What follows belongs to an exercise in optimizing a design on an open flow for small area; a production flow would make more cautious choices.
For this run, only the layout was checked, not whether the RTL still works.
No activity file was given, so power comes from the tool's default toggle rates.

## flow/run.sh

```bash
#!/bin/bash
# synth_recipe.tcl (not shown) runs the flow's synth.tcl, then flattens the netlist and writes it again
# the make line also repeats each setting of config.mk as NAME=value (left out here)
make -C /OpenROAD-flow-scripts/flow DESIGN_CONFIG=/design/flow/config.mk WORK_HOME=/design/flow/orfs CLKGATE_MAP_FILE= SYNTH_SCRIPT=/design/flow/synth_recipe.tcl finish
```

## flow/constraint.sdc

```tcl
create_clock -name core_clock -period 10.0 [get_ports {clk}]
set_input_delay 2.0000 -clock core_clock [delete_from_list [all_inputs] [get_ports {clk}]]
set_output_delay 2.0000 -clock core_clock [all_outputs]
set_load 0.01 [all_outputs]
```

## flow/config.mk

```make
export PLATFORM = sky130hd
export DESIGN_NAME = tws_step
export DESIGN_NICKNAME = tws_step
export VERILOG_FILES = /design/flow/design.v
export SDC_FILE = /design/flow/constraint.sdc
export NUM_CORES = 4
export LEC_CHECK = 0
export CAP_MARGIN = 20
export CORE_MARGIN = 2
export CORE_UTILIZATION = 40
export PLACE_DENSITY = 0.6
export SLEW_MARGIN = 20
```

## flow/design.v

```verilog
module tws_bus #(
    parameter [6:0] DEV_ADDR = 7'h2C,
    parameter [7:0] SBR_INIT = 8'h10
) (
    input  wire       clk,
    input  wire       rst,
    input  wire       scl,          
    input  wire       sda,          
    input  wire       bus_active,   
    output reg  [7:0] sbr,
    output wire       scl_dl,
    output wire       sda_dl
);
    localparam [2:0] P_CHECK_ADDRESS = 3'd0,
                     P_DATA_READ     = 3'd1,
                     P_DATA_READ_ACK = 3'd2,
                     P_DATA_SEND     = 3'd3,
                     P_DATA_SEND_ACK = 3'd4,
                     P_DONE          = 3'd5;
    reg       p_scl, p_sda;
    reg       ss;
    reg [2:0] pstate;
    reg       bb_en;
    reg       ovf;
    reg [3:0] cnt;
    reg [7:0] shreg;
    reg       dout;
    reg       oe;
    reg       n_ss;
    reg [2:0] n_pstate;
    reg       n_bb_en;
    reg       n_ovf;
    reg [3:0] n_cnt;
    reg [7:0] n_shreg;
    reg       n_dout;
    reg       n_oe;
    reg [7:0] n_sbr;
    wire rise  = ~p_scl & scl;
    wire fall  = p_scl & ~scl;
    wire start = p_scl & scl & p_sda & ~sda;
    wire stop  = p_scl & scl & ~p_sda & sda;
    wire [6:0] addr  = shreg[7:1];
    wire       match = (addr == DEV_ADDR) || (addr == 7'd0);
    always @* begin
        n_ss     = ss;
        n_pstate = pstate;
        n_bb_en  = bb_en;
        n_ovf    = ovf;
        n_cnt    = cnt;
        n_shreg  = shreg;
        n_oe     = oe;
        n_sbr    = sbr;
        if (bb_en && !ovf) begin
            if (rise)
                n_shreg = {shreg[6:0], sda};
            if (rise || fall) begin
                if (cnt == 4'd15) begin
                    n_cnt = 4'd0;
                    n_ovf = 1'b1;
                end else begin
                    n_cnt = cnt + 4'd1;
                end
            end
        end
        if (ovf && bb_en) begin
            case (pstate)
                P_CHECK_ADDRESS: begin
                    n_ovf = 1'b0;
                    if (match) begin
                        n_shreg  = 8'h00;
                        n_oe     = 1'b1;
                        n_cnt    = 4'd14;
                        n_pstate = shreg[0] ? P_DATA_SEND : P_DATA_READ;
                    end else begin
                        n_bb_en = 1'b0;
                        n_oe    = 1'b0;
                    end
                end
                P_DATA_READ: begin
                    n_ovf    = 1'b0;
                    n_oe     = 1'b0;
                    n_cnt    = 4'd0;
                    n_pstate = P_DATA_READ_ACK;
                end
                P_DATA_READ_ACK: begin
                    n_ovf    = 1'b0;
                    n_sbr    = shreg;
                    n_shreg  = 8'h00;
                    n_oe     = 1'b1;
                    n_cnt    = 4'd14;
                    n_pstate = P_DONE;
                end
                P_DATA_SEND: begin
                    n_ovf    = 1'b0;
                    n_shreg  = sbr;
                    n_oe     = 1'b1;
                    n_cnt    = 4'd0;
                    n_pstate = P_DATA_SEND_ACK;
                end
                P_DATA_SEND_ACK: begin
                    n_ovf    = 1'b0;
                    n_oe     = 1'b0;
                    n_cnt    = 4'd14;
                    n_pstate = P_DONE;
                end
                P_DONE: begin
                    n_ovf   = 1'b0;
                    n_oe    = 1'b0;
                    n_bb_en = 1'b0;
                end
                default: ;
            endcase
        end
        if (start) begin
            n_pstate = P_CHECK_ADDRESS;
            n_bb_en  = 1'b0;
            n_ovf    = 1'b0;
            n_oe     = 1'b0;
            n_ss     = 1'b1;
        end else if (stop) begin
            n_bb_en = 1'b0;
            n_ovf   = 1'b0;
            n_oe    = 1'b0;
            n_ss    = 1'b0;
        end else if (ss && !scl) begin
            n_cnt   = 4'd0;
            n_ovf   = 1'b0;
            n_bb_en = 1'b1;
            n_ss    = 1'b0;
        end
        n_dout = scl ? dout : n_shreg[7];
    end
    always @(posedge clk) begin
        p_scl <= scl;
        p_sda <= sda;
        if (rst) begin
            ss     <= 1'b0;
            pstate <= P_CHECK_ADDRESS;
            bb_en  <= 1'b0;
            ovf    <= 1'b0;
            cnt    <= 4'd0;
            shreg  <= 8'h00;
            dout   <= 1'b1;
            oe     <= 1'b0;
            sbr    <= SBR_INIT;
        end else if (!bus_active) begin
            ss     <= 1'b0;
            pstate <= P_CHECK_ADDRESS;
            bb_en  <= 1'b0;
            ovf    <= 1'b0;
            cnt    <= 4'd0;
            shreg  <= 8'h00;
            dout   <= 1'b1;
            oe     <= 1'b0;
        end else begin
            ss     <= n_ss;
            pstate <= n_pstate;
            bb_en  <= n_bb_en;
            ovf    <= n_ovf;
            cnt    <= n_cnt;
            shreg  <= n_shreg;
            dout   <= n_dout;
            oe     <= n_oe;
            sbr    <= n_sbr;
        end
    end
    assign scl_dl = ovf;
    assign sda_dl = oe & ~dout;
endmodule
module tws_motion #(
    parameter [7:0]  SCALE                   = 8'd5,
    parameter [31:0] MAX_UP_HOMING_BACKOFF   = 32'd24,
    parameter [31:0] MAX_HOMING_STEPS        = 32'd1800,
    parameter [31:0] MAX_BACKOFF_STEPS       = 32'd40,
    parameter [31:0] EXTRA_BACKOFF_STEPS     = 32'd4,
    parameter [31:0] HP_P1                   = 32'd2,
    parameter [31:0] HP_P2                   = 32'd1,
    parameter [31:0] HP_P3                   = 32'd3,
    parameter [31:0] HP_P4                   = 32'd2,
    parameter [31:0] HP_CRUISE               = 32'd2,
    parameter [31:0] SETTLE_CYCLES           = 32'd6,
    parameter        UP_ACTIVE_LEVEL         = 1'b0,
    parameter        DN_ACTIVE_LEVEL         = 1'b1,
    parameter        DIR_UP_LEVEL            = 1'b1,
    parameter        FAULT_ACTIVE_LEVEL      = 1'b0,
    parameter        BOTH_LIMITS_HALT        = 1'b1,
    parameter        BUS_ACTIVE_DURING_HOMING = 1'b1,
    parameter        BUS_ACTIVE_DURING_HALT  = 1'b0
) (
    input  wire       clk,
    input  wire       rst,
    input  wire       lim_up_pin,
    input  wire       lim_dn_pin,
    input  wire [7:0] sbr,
    output wire       bus_active,
    output wire       step_out,
    output wire       dir_out,
    output wire       fault_out,
    output wire       hb_out
);
    localparam [3:0] H1_CHECK  = 4'd0,  H1_MOVE  = 4'd1,  H1_SETTLE = 4'd2,
                     H2_START  = 4'd3,  H2_MOVE  = 4'd4,  H2_SETTLE = 4'd5,
                     H3_START  = 4'd6,  H3_MOVE  = 4'd7,  H3_SETTLE = 4'd8,
                     H4_START  = 4'd9,  H4_MOVE  = 4'd10, H4_SETTLE = 4'd11,
                     L_COMPUTE = 4'd12, L_MOVE   = 4'd13, L_TARGET  = 4'd14,
                     HALT      = 4'd15;
    localparam [1:0] SQ_IDLE = 2'd0, SQ_HIGH = 2'd1, SQ_LOW = 2'd2;
    localparam       DIR_DOWN = 1'b0, DIR_UP = 1'b1;
    reg        lim_up, lim_dn, changed;
    reg [1:0]  sq_phase;
    reg [31:0] sq_timer, sq_max, sq_taken, sq_hp;
    reg        last_dir;
    reg [3:0]  cstate;
    reg [31:0] hacc, stimer;
    reg signed [31:0] position, target;
    reg        homed;
    reg        hb;
    wire up_n      = (lim_up_pin == UP_ACTIVE_LEVEL);
    wire dn_n      = (lim_dn_pin == DN_ACTIVE_LEVEL);
    wire set_c     = (up_n != lim_up) || (dn_n != lim_dn);
    wire changed_m = changed | set_c;
    wire idle = (sq_phase == SQ_IDLE);
    reg        issue;
    reg        mv_dir;
    reg [31:0] mv_n;
    reg [31:0] mv_hp;
    reg        do_halt;
    reg [3:0]  n_cstate;
    reg [31:0] n_hacc, n_stimer;
    reg signed [31:0] n_position, n_target;
    reg        n_homed, n_hb;
    wire signed [31:0] d = target - position;
    always @* begin
        issue      = 1'b0;
        mv_dir     = DIR_DOWN;
        mv_n       = 32'd0;
        mv_hp      = HP_CRUISE;
        do_halt    = 1'b0;
        n_cstate   = cstate;
        n_hacc     = hacc;
        n_stimer   = stimer;
        n_position = position;
        n_target   = target;
        n_homed    = homed;
        n_hb       = hb;
        if (cstate != HALT && BOTH_LIMITS_HALT && up_n && dn_n) begin
            do_halt = 1'b1;
        end else begin
            case (cstate)
                H1_CHECK:
                    if (up_n && hacc < MAX_UP_HOMING_BACKOFF) begin
                        issue    = 1'b1;
                        mv_dir   = DIR_DOWN;
                        mv_n     = MAX_UP_HOMING_BACKOFF - hacc;
                        mv_hp    = HP_P1;
                        n_cstate = H1_MOVE;
                    end else begin
                        n_stimer = SETTLE_CYCLES;
                        n_cstate = H1_SETTLE;
                    end
                H1_MOVE:
                    if (idle) begin
                        n_hacc   = hacc + sq_taken;
                        n_cstate = H1_CHECK;
                    end
                H1_SETTLE:
                    if (stimer != 32'd0)
                        n_stimer = stimer - 32'd1;
                    else if (hacc >= MAX_UP_HOMING_BACKOFF)
                        do_halt = 1'b1;
                    else if (up_n)
                        do_halt = 1'b1;
                    else begin
                        n_hacc   = 32'd0;
                        n_cstate = H2_START;
                    end
                H2_START:
                    if (!dn_n) begin
                        issue    = 1'b1;
                        mv_dir   = DIR_DOWN;
                        mv_n     = MAX_HOMING_STEPS;
                        mv_hp    = HP_P2;
                        n_cstate = H2_MOVE;
                    end else begin
                        n_hacc   = 32'd0;
                        n_stimer = SETTLE_CYCLES;
                        n_cstate = H2_SETTLE;
                    end
                H2_MOVE:
                    if (idle) begin
                        n_hacc   = sq_taken;
                        n_stimer = SETTLE_CYCLES;
                        n_cstate = H2_SETTLE;
                    end
                H2_SETTLE:
                    if (stimer != 32'd0)
                        n_stimer = stimer - 32'd1;
                    else if (hacc >= MAX_HOMING_STEPS)
                        do_halt = 1'b1;
                    else if (!dn_n)
                        do_halt = 1'b1;
                    else begin
                        n_hacc   = 32'd0;
                        n_cstate = H3_START;
                    end
                H3_START: begin
                    issue    = 1'b1;
                    mv_dir   = DIR_UP;
                    mv_n     = MAX_BACKOFF_STEPS;
                    mv_hp    = HP_P3;
                    n_cstate = H3_MOVE;
                end
                H3_MOVE:
                    if (idle) begin
                        n_hacc   = sq_taken;
                        n_stimer = SETTLE_CYCLES;
                        n_cstate = H3_SETTLE;
                    end
                H3_SETTLE:
                    if (stimer != 32'd0)
                        n_stimer = stimer - 32'd1;
                    else if (hacc >= MAX_BACKOFF_STEPS)
                        do_halt = 1'b1;
                    else if (dn_n)
                        do_halt = 1'b1;
                    else begin
                        n_hacc   = 32'd0;
                        n_cstate = H4_START;
                    end
                H4_START: begin
                    issue    = 1'b1;
                    mv_dir   = DIR_UP;
                    mv_n     = EXTRA_BACKOFF_STEPS;
                    mv_hp    = HP_P4;
                    n_cstate = H4_MOVE;
                end
                H4_MOVE:
                    if (idle) begin
                        n_stimer = SETTLE_CYCLES;
                        n_cstate = H4_SETTLE;
                    end
                H4_SETTLE:
                    if (stimer != 32'd0)
                        n_stimer = stimer - 32'd1;
                    else begin
                        n_position = 32'sd0;
                        n_homed    = 1'b1;
                        n_cstate   = L_COMPUTE;
                    end
                L_COMPUTE:
                    if (d > 32'sd0) begin
                        issue    = 1'b1;
                        mv_dir   = DIR_UP;
                        mv_n     = d;
                        mv_hp    = HP_CRUISE;
                        n_cstate = L_MOVE;
                    end else if (d < 32'sd0) begin
                        issue    = 1'b1;
                        mv_dir   = DIR_DOWN;
                        mv_n     = -d;
                        mv_hp    = HP_CRUISE;
                        n_cstate = L_MOVE;
                    end else begin
                        n_cstate = L_TARGET;
                    end
                L_MOVE:
                    if (idle) begin
                        if (last_dir == DIR_UP)
                            n_position = position + sq_taken;
                        else
                            n_position = position - sq_taken;
                        n_cstate = L_TARGET;
                    end
                L_TARGET: begin
                    n_target = {24'd0, sbr} * {24'd0, SCALE};
                    n_hb     = ~hb;
                    n_cstate = L_COMPUTE;
                end
                default: ;  
            endcase
        end
        if (do_halt)
            n_cstate = HALT;
    end
    reg [1:0]  n_sq_phase;
    reg [31:0] n_sq_timer, n_sq_max, n_sq_taken, n_sq_hp;
    reg        n_last_dir;
    reg        n_changed;
    reg [31:0] taken;
    always @* begin
        n_sq_phase = sq_phase;
        n_sq_timer = sq_timer;
        n_sq_max   = sq_max;
        n_sq_taken = sq_taken;
        n_sq_hp    = sq_hp;
        n_last_dir = last_dir;
        n_changed  = changed_m;
        taken      = sq_taken + 32'd1;
        if (do_halt) begin
            n_sq_phase = SQ_IDLE;
        end else begin
            case (sq_phase)
                SQ_IDLE:
                    if (issue) begin
                        n_last_dir = mv_dir;
                        n_changed  = set_c;
                        n_sq_taken = 32'd0;
                        n_sq_max   = mv_n;
                        n_sq_hp    = mv_hp;
                        if (mv_n != 32'd0) begin
                            n_sq_phase = SQ_HIGH;
                            n_sq_timer = mv_hp - 32'd1;
                        end
                    end
                SQ_HIGH:
                    if (sq_timer != 32'd0) begin
                        n_sq_timer = sq_timer - 32'd1;
                    end else begin
                        n_sq_phase = SQ_LOW;
                        n_sq_timer = sq_hp - 32'd1;
                    end
                SQ_LOW:
                    if (sq_timer != 32'd0) begin
                        n_sq_timer = sq_timer - 32'd1;
                    end else begin
                        n_sq_taken = taken;
                        n_changed  = 1'b0;
                        if (changed_m || taken >= sq_max) begin
                            n_sq_phase = SQ_IDLE;
                        end else begin
                            n_sq_phase = SQ_HIGH;
                            n_sq_timer = sq_hp - 32'd1;
                        end
                    end
                default: ;
            endcase
        end
    end
    always @(posedge clk) begin
        if (rst) begin
            lim_up   <= up_n;
            lim_dn   <= dn_n;
            changed  <= 1'b0;
            sq_phase <= SQ_IDLE;
            sq_timer <= 32'd0;
            sq_max   <= 32'd0;
            sq_taken <= 32'd0;
            sq_hp    <= 32'd1;
            last_dir <= DIR_DOWN;
            cstate   <= H1_CHECK;
            hacc     <= 32'd0;
            stimer   <= 32'd0;
            position <= 32'sd0;
            target   <= 32'sd0;
            homed    <= 1'b0;
            hb       <= 1'b0;
        end else begin
            lim_up   <= up_n;
            lim_dn   <= dn_n;
            changed  <= n_changed;
            sq_phase <= n_sq_phase;
            sq_timer <= n_sq_timer;
            sq_max   <= n_sq_max;
            sq_taken <= n_sq_taken;
            sq_hp    <= n_sq_hp;
            last_dir <= n_last_dir;
            cstate   <= n_cstate;
            hacc     <= n_hacc;
            stimer   <= n_stimer;
            position <= n_position;
            target   <= n_target;
            homed    <= n_homed;
            hb       <= n_hb;
        end
    end
    wire homing = (cstate <= H4_SETTLE);
    assign bus_active = !(homing && !BUS_ACTIVE_DURING_HOMING) &&
                        !(cstate == HALT && !BUS_ACTIVE_DURING_HALT);
    assign step_out  = (sq_phase == SQ_HIGH);
    assign dir_out   = (last_dir == DIR_UP) ? DIR_UP_LEVEL : ~DIR_UP_LEVEL;
    assign fault_out = (cstate == HALT) ? FAULT_ACTIVE_LEVEL : ~FAULT_ACTIVE_LEVEL;
    assign hb_out    = hb;
endmodule
module tws_step (
    input  wire clk,
    input  wire rst,
    input  wire scl_in,
    input  wire sda_in,
    input  wire lim_up_pin,
    input  wire lim_dn_pin,
    output wire scl_dl,
    output wire sda_dl,
    output wire step_out,
    output wire dir_out,
    output wire fault_out,
    output wire hb_out
);
    wire [7:0] sbr;
    wire       bus_active;
    tws_bus #(
        .DEV_ADDR (7'h2C),
        .SBR_INIT (8'h10)
    ) u_bus (
        .clk        (clk),
        .rst        (rst),
        .scl        (scl_in),
        .sda        (sda_in),
        .bus_active (bus_active),
        .sbr        (sbr),
        .scl_dl     (scl_dl),
        .sda_dl     (sda_dl)
    );
    tws_motion #(
        .SCALE                    (8'd5),
        .MAX_UP_HOMING_BACKOFF    (32'd24),
        .MAX_HOMING_STEPS         (32'd1800),
        .MAX_BACKOFF_STEPS        (32'd40),
        .EXTRA_BACKOFF_STEPS      (32'd4),
        .HP_P1                    (32'd2),
        .HP_P2                    (32'd1),
        .HP_P3                    (32'd3),
        .HP_P4                    (32'd2),
        .HP_CRUISE                (32'd2),
        .SETTLE_CYCLES            (32'd6),
        .UP_ACTIVE_LEVEL          (1'b0),
        .DN_ACTIVE_LEVEL          (1'b1),
        .DIR_UP_LEVEL             (1'b1),
        .FAULT_ACTIVE_LEVEL       (1'b0),
        .BOTH_LIMITS_HALT         (1'b1),
        .BUS_ACTIVE_DURING_HOMING (1'b1),
        .BUS_ACTIVE_DURING_HALT   (1'b0)
    ) u_motion (
        .clk        (clk),
        .rst        (rst),
        .lim_up_pin (lim_up_pin),
        .lim_dn_pin (lim_dn_pin),
        .sbr        (sbr),
        .bus_active (bus_active),
        .step_out   (step_out),
        .dir_out    (dir_out),
        .fault_out  (fault_out),
        .hb_out     (hb_out)
    );
endmodule
```

==> results.sh <==
export IMPL_placedCellCount=2997
export IMPL_muxShareOfSynthArea_pct=1.73
export IMPL_cts_resized=0
export IMPL_wl_met3_mm=2.08
export IMPL_async_flop_share_pct=0
export IMPL_drv_cap=0
export IMPL_grt_antenna_before_repair=1
export IMPL_synth_xor_area_share_pct=8.88
export IMPL_grt_pass1_vias=16700
export IMPL_vias=17700
export IMPL_syn_inst=2501
export IMPL_ant_nets=0
export IMPL_cts_sinks=246
export IMPL_r2r_start="u_motion.sq_taken[0]"
export IMPL_cts_made_buffers=29
export IMPL_synth_edf_count=0
export IMPL_drt_wl_total_mm=53.4
export IMPL_initial_utilization_pct=40.5
export IMPL_die_y_um=221
export IMPL_drt_pass1_iter_count=5
export IMPL_tns_ns=0
export IMPL_diodes=0
export IMPL_synth_top_family_by_area="simple AND/OR/NAND/NOR gates"
export IMPL_grt_setup_unrepaired="no"
export IMPL_ios=12
export IMPL_cts_hold_buf=0
export IMPL_synth_fp_nets=2641
export IMPL_gp_congestion=0.912
export IMPL_slowest_delay_ns=0.71
export IMPL_wl_per_cell_um=17.6
export IMPL_synth_top_area_share_pct=26.1
export IMPL_timing_final_crit_share_pct=64.0
export IMPL_cts_tree="built"
export IMPL_fp_dieW_um=221
export IMPL_yosysWarnings=2
export IMPL_cp_required_ns=10.45
export IMPL_drt_iter0_drc=1226
export IMPL_hpwl_mm=39.4
export IMPL_synthFlopType="dfxtp_1"
export IMPL_yosys_area_top_type="dfxtp_1"
export IMPL_synth_compound_area_share_pct=24.2
export IMPL_path_cells="ha_1 > and3_1 > and3_1 > and3_1 > nand3_1 > nor2_1 > nand3_1 > or2_2 > nor3_1 > nand4_1 > xnor2_1 > ha_1 > and4_1 > a211oi_1 > o211ai_1 > a21oi_1 > o21ai_0 > a21oi_1 > o21ai_0 > a211oi_2 > nand2_1 > a311o_1"
export IMPL_grt_pass1_wl_mm=87.8
export IMPL_syn_avg_cell_area_um2=7.53
export IMPL_vdd_drop_max_mv=0.133
export IMPL_insertion_delay_ns=0.57
export IMPL_slew_headroom_pct=32.2
export IMPL_synthAdderAreaFrac_pct=9.06
export IMPL_finClkSkew_ns=0.0204
export IMPL_timing_fmax_mhz=156
export IMPL_layout_nets=2561
export IMPL_end_kind="register"
export IMPL_wl_met1_mm=24.6
export IMPL_p_per_area_mw_per_mm2=187
export IMPL_finalMaxSlewViolations=0
export IMPL_h_tree_depth=1
export IMPL_dr_max_layer_used="met4"
export IMPL_yosys_area_share_simple_pct=24.9
export IMPL_fin_crit_ns=6.40
export IMPL_drive_above_1_share_pct=5.01
export IMPL_synth_area_top_cells="dfxtp_1 (26%), ha_1 (8.6%), a21oi_1 (6.3%), nor2_1 (5.9%), xnor2_1 (5.2%)"
export IMPL_rows=79
export IMPL_power_leakage_nw=8.18
export IMPL_portBuffers=11
export IMPL_finalHoldViolCount=0
export IMPL_core_mm2=0.0466
export IMPL_crit_type="register to register"
export IMPL_setup_viol=0
export IMPL_wl_met2_mm=24.4
export IMPL_tightest_slew_ns=1.01
export IMPL_die_area_mm2=0.0489
export IMPL_via_per_inst=5.81
export IMPL_yosysSeqAreaShare_pct=26.1
export IMPL_grt_max_degree=72
export IMPL_arrival_ns=6.85
export IMPL_area_growth_syn_to_layout_pct=7.20
export IMPL_cts_path_max_buffers=3
export IMPL_synth_ff_latch_count=246
export IMPL_synth_area_mm2=0.0188
export IMPL_cpMostUsedCell="and3_1"
export IMPL_overflow=0
export IMPL_path_clk_slew_ns=0.06
export IMPL_setup_worst_path_start="u_motion.sq_taken[0]"
export IMPL_start_kind="register"
export IMPL_synth_distinct_cells=99
export IMPL_root_buffer="clkbuf_16"
export IMPL_holdCritPathClass="register to register"
export IMPL_grt_usage_pct=21.3
export IMPL_cp_max_fo=10
export IMPL_stdcell_count=3043
export IMPL_status="timing/DRC/antenna clean"
export IMPL_postCtsSetupRepairBufs=0
export IMPL_cp_slowest_cell="a211oi_2"
export IMPL_drc=0
export IMPL_hp_start="u_motion.target[7]"
## Yosys cell counts, types with 13 or more instances
master / number
a211oi_1: 49
dfxtp_1: 246
or3_1: 31
nand4_1: 23
o211ai_1: 17
nand2_1: 237
mux2i_1: 28
o21ai_0: 107
nor2b_1: 32
a21o_1: 47
nand3_1: 68
a21oi_1: 239
and2_1: 21
or4_1: 22
o21a_1: 28
or2_2: 16
a22oi_1: 38
and3_1: 15
nor4_1: 38
nand2b_1: 27
nor3_1: 86
ha_1: 130
a31oi_1: 16
nor2_1: 295
clkbuf_1: 116
o31ai_1: 13
xor2_1: 80
inv_1: 96
xnor2_1: 111
## cell usage in the layout (no fill, tap or decap), types with 16 or more instances in the layout
cell         n
xor2_1      80
a21oi_1    238
a211oi_1    49
ha_1       130
nor3_1      85
or2_2       16
o21a_1      28
nand2b_1    27
clkbuf_16   29
a21o_1      47
o21ai_0    106
nand3_1     68
nor4_1      38
a31oi_1     16
o211ai_1    17
or4_1       22
nand4_1     23
dfxtp_1    246
mux2i_1     28
buf_4       17
nor2_1     294
inv_1       96
a22oi_1     38
and2_1      21
nor2b_1     32
xnor2_1    110
or3_1       31
nand2_1    237
## logic make-up after synthesis
logic type / Yosys count
AND/OR/NAND/NOR: 965
AO/OA/AOI/OAI: 695
flip-flops: 246
buffers and inverters: 238
XOR/XNOR: 191
adder cells (fa/ha/maj): 134
multiplexers: 32
## layer usage
layer	vias up	GRT usage, %
li1	8851	-
met1	8382	28.5
met2	373	35.2
met3	87	2.02
met4	0	8.70
met5	-	0
## path summary, 6_finish.rpt
path | end | slack [ns] | depth (start not counted)
max | u_motion.sq_timer[8] | 3.60 | 22
min | u_motion.target[7] | 0.46 | 2
max reg2reg | u_motion.sq_timer[8] | 3.60 | 22
min reg2reg | u_motion.target[7] | 0.46 | 2
## layout make-up
| cell class | count | area [µm²] |
|---|---|---|
| inverter | 99 | 372 |
| fill | 4782 | 26400 |
| multi-input combinational | 2017 | 13000 |
| timing repair buffer | 28 | 239 |
| sequential | 246 | 4920 |
| clock inverter | 9 | 120 |
| clock buffer | 37 | 776 |
| tap | 607 | 759 |
## metrics by stage
step	utilization [%]	hold WS (ns)	power, mW	setup WS (ns)	instance area [µm²]
6_report	43.4	0.458	3.77	3.60	20200
5_1_grt	43.4	0.478	4.03	2.94	20200
3_5_place_dp	41.4	0.448	2.72	3.70	19300
3_3_place_gp	41.4	0.446	2.69	3.87	19300
2_1_floorplan	-	0.432	2.37	4.69	18800
4_1_cts	43.4	0.457	3.79	3.65	20200
## critical path, delay by kind of cell, from the launching register on
family	cells	cell delay (ns)
AOI/OAI and AO/OA	8	2.14
xor gates and xnor gates	1	0.22
adders and majority gates	2	0.57
DFF	1	0.53
and+or+nand+nor	11	2.80
## registers in the layout (all words and copies together) (netlist names), 8 cells and up
register           flops
u_motion.hacc         32
u_motion.sq_taken     32
u_motion.sq_timer     32
u_motion.position     32
u_bus.sbr              8
u_motion.target       11
u_bus.shreg            8
u_motion.sq_max       32
u_motion.stimer       32
## where the power goes
group          leakage [nW]  internal [mW]  total, mW  switching (mW)
combinational          5.75          0.549       1.45           0.903
sequential             1.99           1.12       1.27           0.154
clock                 0.445          0.615       1.05           0.435
total                  8.18           2.28       3.77            1.49

port drivers added, routing unchanged:
Ports are ideal in the flow. The routed layout listed here was re-timed in OpenROAD.
Step 1 (the two cells are an assumption about what drives the block):
set clk [get_ports {clk}]
set_driving_cell -lib_cell sky130_fd_sc_hd__clkbuf_16 $clk
set_driving_cell -lib_cell sky130_fd_sc_hd__buf_2 [delete_from_list [all_inputs] $clk]
Step 2 also shifts input and output timing later by t, the mid clock arrival at the registers, as if the neighbouring blocks saw the same clock.
Three values: ideal ports, drivers, drivers and shift; two values: the first two.
t, ns: 0.623
setup slack, ns: 3.599 / 3.599 / 3.599
worst setup path after step 2: register to register
worst register clock-pin slew, ns: 0.06 / 0.06
worst data-port slew with drivers (ns): 0.04
After both steps setup and hold are still met in this run. For this run, drivers alone change the setup slack by 0.000 ns; drivers and shift together by 0.000 ns.
